What follows belongs to an exercise in optimizing a design on an open flow for small area; a production flow would make more cautious choices.
In this exercise RTL edits were held to simulation tests only and were not proved equivalent to the original.
No activity file was given, so power comes from the tool's default toggle rates.

## main
// stm32bl_update
module stm32bl_update (
    input  wire        clk,
    input  wire        rst,           
    input  wire        rx_valid,
    input  wire [7:0]  rx_data,
    input  wire        idle,
    input  wire        tick,
    input  wire        te,
    input  wire [63:0] app_vec,
    input  wire [63:0] boot_vec,
    output reg         fl_erase,
    output reg         fl_we,
    output wire [31:0] fl_addr,
    output wire [31:0] fl_wdata,
    output reg         rep_valid,
    output wire [31:0] rep_pages,
    output reg         nf_valid,
    output reg         ho_valid,
    output reg         rb_valid,
    output wire [31:0] vec_sp,
    output wire [31:0] vec_entry,
    output wire [1:0]  mode,
    output wire        rx_listen,
    output wire        halted,
    output wire        gone,
    output wire [1:0]  fault
);
==> flow/config.mk <==
export PLATFORM = sky130hd
export DESIGN_NAME = stm32bl_update
export DESIGN_NICKNAME = stm32bl_update
export VERILOG_FILES = /design/flow/design.v
export SDC_FILE = /design/flow/constraint.sdc
export NUM_CORES = 4
export LEC_CHECK = 0
export CAP_MARGIN = 20
export CORE_MARGIN = 2
export CORE_UTILIZATION = 40
export SLEW_MARGIN = 20
==> flow/constraint.sdc <==
create_clock -name core_clock -period 10.0 [get_ports {clk}]
set_input_delay 2.0000 -clock core_clock [delete_from_list [all_inputs] [get_ports {clk}]]
set_output_delay 2.0000 -clock core_clock [all_outputs]
set_load 0.01 [all_outputs]
standard.sh (not shown) runs the stock make flow with config.mk's settings and CLKGATE_MAP_FILE= SYNTH_SCRIPT=/design/flow/synth_recipe.tcl, a recipe that flattens the netlist after the stock synthesis.
==> flow/flow/run.sh <==
#!/bin/bash
# Standard layout with three changes:
#  - after floorplan, OpenROAD's restructure re-maps the combinational logic for area
#    (registers untouched);
#  - CTS with larger sink clusters and no dummy loads;
#  - ports buffered with buf_1.
export POST_FLOORPLAN_TCL="$PWD/flow/restructure.tcl"
export CTS_ARGS="-sink_clustering_enable -repair_clock_nets -dont_use_dummy_load -sink_clustering_size 25 -sink_clustering_max_diameter 90"
export BUFFER_PORTS_ARGS="-buffer_cell sky130_fd_sc_hd__buf_1"
bash standard.sh > standard.log 2>&1
==> flow/flow/restructure.tcl <==
# Area-oriented re-mapping of the combinational logic (ABC through OpenROAD).
# restructure ignores set_dont_use, so ABC is given a copy of the library
# without the platform's don't-use cells.
set rst_dir $::env(RESULTS_DIR)/restructure
file mkdir $rst_dir
set lib_in $::env(PLATFORM_DIR)/lib/sky130_fd_sc_hd__tt_025C_1v80.lib
set lib_out $rst_dir/abc_cells.lib
set dont_use {}
foreach c $::env(DONT_USE_CELLS) { dict set dont_use $c 1 }
set fi [open $lib_in r]
set fo [open $lib_out w]
set skip 0
set depth 0
while { [gets $fi line] >= 0 } {
  if { !$skip && [regexp {^\s*cell\s*\(\s*"?([A-Za-z0-9_]+)"?\s*\)} $line -> name] \
       && [dict exists $dont_use $name] } {
    set skip 1
    set depth 0
  }
  if { $skip } {
    incr depth [expr { [regexp -all {\{} $line] - [regexp -all {\}} $line] }]
    if { $depth <= 0 && [regexp {\}} $line] } { set skip 0 }
    continue
  }
  puts $fo $line
}
close $fi
close $fo
set_dont_use $::env(DONT_USE_CELLS)
report_design_area
restructure -target area -liberty_file $lib_out \
  -tielo_port sky130_fd_sc_hd__conb_1/LO -tiehi_port sky130_fd_sc_hd__conb_1/HI \
  -work_dir $rst_dir -abc_logfile $rst_dir/abc.log
report_design_area
## Diff of input files: the feature branch against main
--- a/flow/design.v
+++ b/flow/design.v
@@ -11,20 +11,20 @@
     output reg         fl_erase,
     output reg         fl_we,
     output wire [31:0] fl_addr,
     output wire [31:0] fl_wdata,
     output reg         rep_valid,
     output wire [31:0] rep_pages,
     output reg         nf_valid,
     output reg         ho_valid,
     output reg         rb_valid,
-    output wire [31:0] vec_sp,
-    output wire [31:0] vec_entry,
+    output reg  [31:0] vec_sp,
+    output reg  [31:0] vec_entry,
     output wire [1:0]  mode,
     output wire        rx_listen,
     output wire        halted,
     output wire        gone,
     output wire [1:0]  fault
 );
     localparam [7:0]  START_SENTINEL  = 8'h5A;
     localparam [7:0]  ACTIVATION_BYTE = 8'hA5;
     localparam [7:0]  CMD_RUN_APP     = 8'h01;
@@ -461,36 +461,30 @@
             fl_we     <= o_we;
             rep_valid <= o_rep;
             nf_valid  <= o_nf;
             ho_valid  <= o_ho;
             rb_valid  <= o_rb;
         end
     end
     always @(posedge clk) begin
         r_latch   <= n_latch;
+        vec_sp    <= (r_seq == B_JUMP) ? boot_vec[31:0]  : SP_SENTINEL;
+        vec_entry <= (r_seq == B_JUMP) ? boot_vec[63:32] : app_vec[63:32];
     end
     reg       w_en;
     reg [7:0] w_idx, w_data;
     always @(posedge clk) begin
         w_en   <= buf_we;
         w_idx  <= widx;
         w_data <= rx_data;
         if (w_en)
             buf_mem[w_idx] <= w_data;
-        if (o_ho || o_rb) begin
-            {buf_mem[255], buf_mem[254], buf_mem[253], buf_mem[252]} <=
-                o_rb ? boot_vec[31:0] : SP_SENTINEL;
-            {buf_mem[251], buf_mem[250], buf_mem[249], buf_mem[248]} <=
-                o_rb ? boot_vec[63:32] : app_vec[63:32];
-        end
     end
-    assign vec_sp    = {buf_mem[255], buf_mem[254], buf_mem[253], buf_mem[252]};
-    assign vec_entry = {buf_mem[251], buf_mem[250], buf_mem[249], buf_mem[248]};
     assign fl_addr   = {17'd0, 1'b1, r_half[6:0], fl_erase ? 5'd0 : wr_word, 2'b00};
     assign rep_pages = {25'd0, r_half[7:1]};    
     assign fl_wdata  = rd_word;
     assign mode      = r_mode;
     assign rx_listen = r_seq == C_RECV && !r_msgdone;
     assign halted    = r_halted;
     assign gone      = r_seq == S_GONE;
     assign fault     = r_fault;
 endmodule
==> run summary <==
- The worst hold slack in the feature branch was lower than what main gave.
- Against main, total CTS buffers in the feature branch rose by a few percent.
- Least setup slack across all paths after layout improves in the feature branch relative to main.
- The feature branch ended up with a higher number of buffer and inverter stages on the critical path than main did.
- Of main and the feature branch, the run reporting the higher total stage count of the critical path was the feature branch.
- The feature branch vs. main: final weighted congestion in routability-driven placement now larger; number of synthesized register bits higher; total power now sits lower.
- The length in cells of the worst reg-to-reg path in the feature branch sits 1 below the value recorded for main.
- A classification of the worst setup path of reg2reg is what the feature branch shows, while reg2out belongs to main.
- Max final area across main and the feature branch: the feature branch
- The feature branch vs main — part of the cycle the worst path needs dropped 12 points.

========
== before ==
Another version of the RTL of stm32bl_update (not shown whole).
For scale: about 2200 flip-flops, about 320 I/O pins.
==> flow/config.mk <==
export PLATFORM = sky130hd
export DESIGN_NAME = stm32bl_update
export DESIGN_NICKNAME = stm32bl_update
export VERILOG_FILES = /design/flow/design.v
export SDC_FILE = /design/flow/constraint.sdc
export NUM_CORES = 4
export LEC_CHECK = 0
export CAP_MARGIN = 20
export CORE_MARGIN = 2
export CORE_UTILIZATION = 40
export SLEW_MARGIN = 20
==> flow/constraint.sdc <==
create_clock -name core_clock -period 10.0 [get_ports {clk}]
set_input_delay 2.0000 -clock core_clock [delete_from_list [all_inputs] [get_ports {clk}]]
set_output_delay 2.0000 -clock core_clock [all_outputs]
set_load 0.01 [all_outputs]
==> flow/flow/restructure.tcl <==
# Area-oriented re-mapping of the combinational logic (ABC through OpenROAD).
set_dont_use $::env(DONT_USE_CELLS)
set rst_dir $::env(RESULTS_DIR)/restructure
file mkdir $rst_dir
report_design_area
restructure -target area \
  -liberty_file $::env(PLATFORM_DIR)/lib/sky130_fd_sc_hd__tt_025C_1v80.lib \
  -tielo_port sky130_fd_sc_hd__conb_1/LO -tiehi_port sky130_fd_sc_hd__conb_1/HI \
  -work_dir $rst_dir -abc_logfile $rst_dir/abc.log
report_design_area
Scripts as last shown in full above: flow/flow/run.sh
before: done, clean on timing, DRC and antenna
diff inputs: before => after
diff --git a/flow/design.v b/flow/design.v
--- a/flow/design.v
+++ b/flow/design.v
@@ -91,30 +91,35 @@
     reg        n_armed;
     reg [2:0]  n_remain;
     reg        n_halted;
     reg [1:0]  n_fault;
     reg        buf_we;
     reg        o_erase, o_we, o_rep, o_nf, o_ho, o_rb;
     reg        warm;
     reg        live;
     wire [4:0]  wr_word = r_burst - 5'd1;
     wire [5:0]  rd_w = {r_latch, wr_word};
-    reg [63:0] rd_sel;
-    reg [31:0] rd_word;
-    integer j;
+    reg [3:0]  rd_hi;
+    reg [15:0] rd_lo;
+    reg [31:0] rd_word, rd_grp;
+    integer j, m;
     always @* begin
-        rd_sel  = 64'd0;
-        rd_sel[rd_w] = 1'b1;
+        rd_hi = 4'd0;  rd_hi[rd_w[5:4]] = 1'b1;
+        rd_lo = 16'd0; rd_lo[rd_w[3:0]] = 1'b1;
         rd_word = 32'd0;
-        for (j = 0; j < 64; j = j + 1)
-            rd_word = rd_word | ({32{rd_sel[j]}} &
-                      {buf_mem[4*j+3], buf_mem[4*j+2], buf_mem[4*j+1], buf_mem[4*j]});
+        for (m = 0; m < 4; m = m + 1) begin
+            rd_grp = 32'd0;
+            for (j = 0; j < 16; j = j + 1)
+                rd_grp = rd_grp | ({32{rd_lo[j]}} &
+                         {buf_mem[64*m+4*j+3], buf_mem[64*m+4*j+2], buf_mem[64*m+4*j+1], buf_mem[64*m+4*j]});
+            rd_word = rd_word | ({32{rd_hi[m]}} & rd_grp);
+        end
     end
     wire [7:0]  cmd_byte = buf_mem[0];
     wire        app_ok = app_vec[31:0] == SP_SENTINEL;
     always @* begin
         n_mode    = r_mode;
         n_seq     = r_seq;
         n_latch   = r_latch;
         n_burst   = r_burst;
         n_ptr     = r_ptr;
         n_frame   = r_frame;
==> comparison <==
Compared with before, in after final critical delay including setup and external delays saw a decrease, average cell area after synthesis fell by 0.79%. Looking at area of all placed cells without fillers, after sits 2300 sq um below before. Via count, after and before, higher one = before. Relative to before, the detailed route wirelength on metal3 of after is lower by about 60%. Clock latency at the later pin of the worst-skew pair | after below before. From before to after the numbers moved as follows: growth of design area from synthesis to finish fell by 1.7 points, part of the power in the clock network up 1.2 points, clock power went up about 2%, critical path depth now sits lower.

-- what the ideal ports hide --
Ports are ideal in the flow. The routed layouts listed here were re-timed in OpenROAD.
Step 1, drivers: a clkbuf_16 drives clk and a buf_2 each remaining input, both assumed.
Step 2 also shifts input and output timing later by t, the mid clock arrival at the registers, as if the neighbouring blocks saw the same clock.
Three values: no drivers, after step 1, after step 2; two values: the first two.
run | shift t [ns] | setup slack, ns | worst setup path at the end | latest minus earliest clock arrival (ns) | pins driven straight from the clock port
main | 0.818 | 2.057 / 1.975 / 2.792 | register to output | 0.098 / 0.097 | 1
the feature branch | 0.828 | 3.251 / 3.251 / 3.251 | register to register | 0.082 / 0.081 | 1
before | 0.842 | 0.593 / 0.509 / 1.351 | register to output | 0.148 / 0.149 | 1
after | 0.835 | 3.362 / 3.264 / 3.580 | register to register | 0.128 / 0.128 | 1
After both steps every run listed still meets setup and hold.
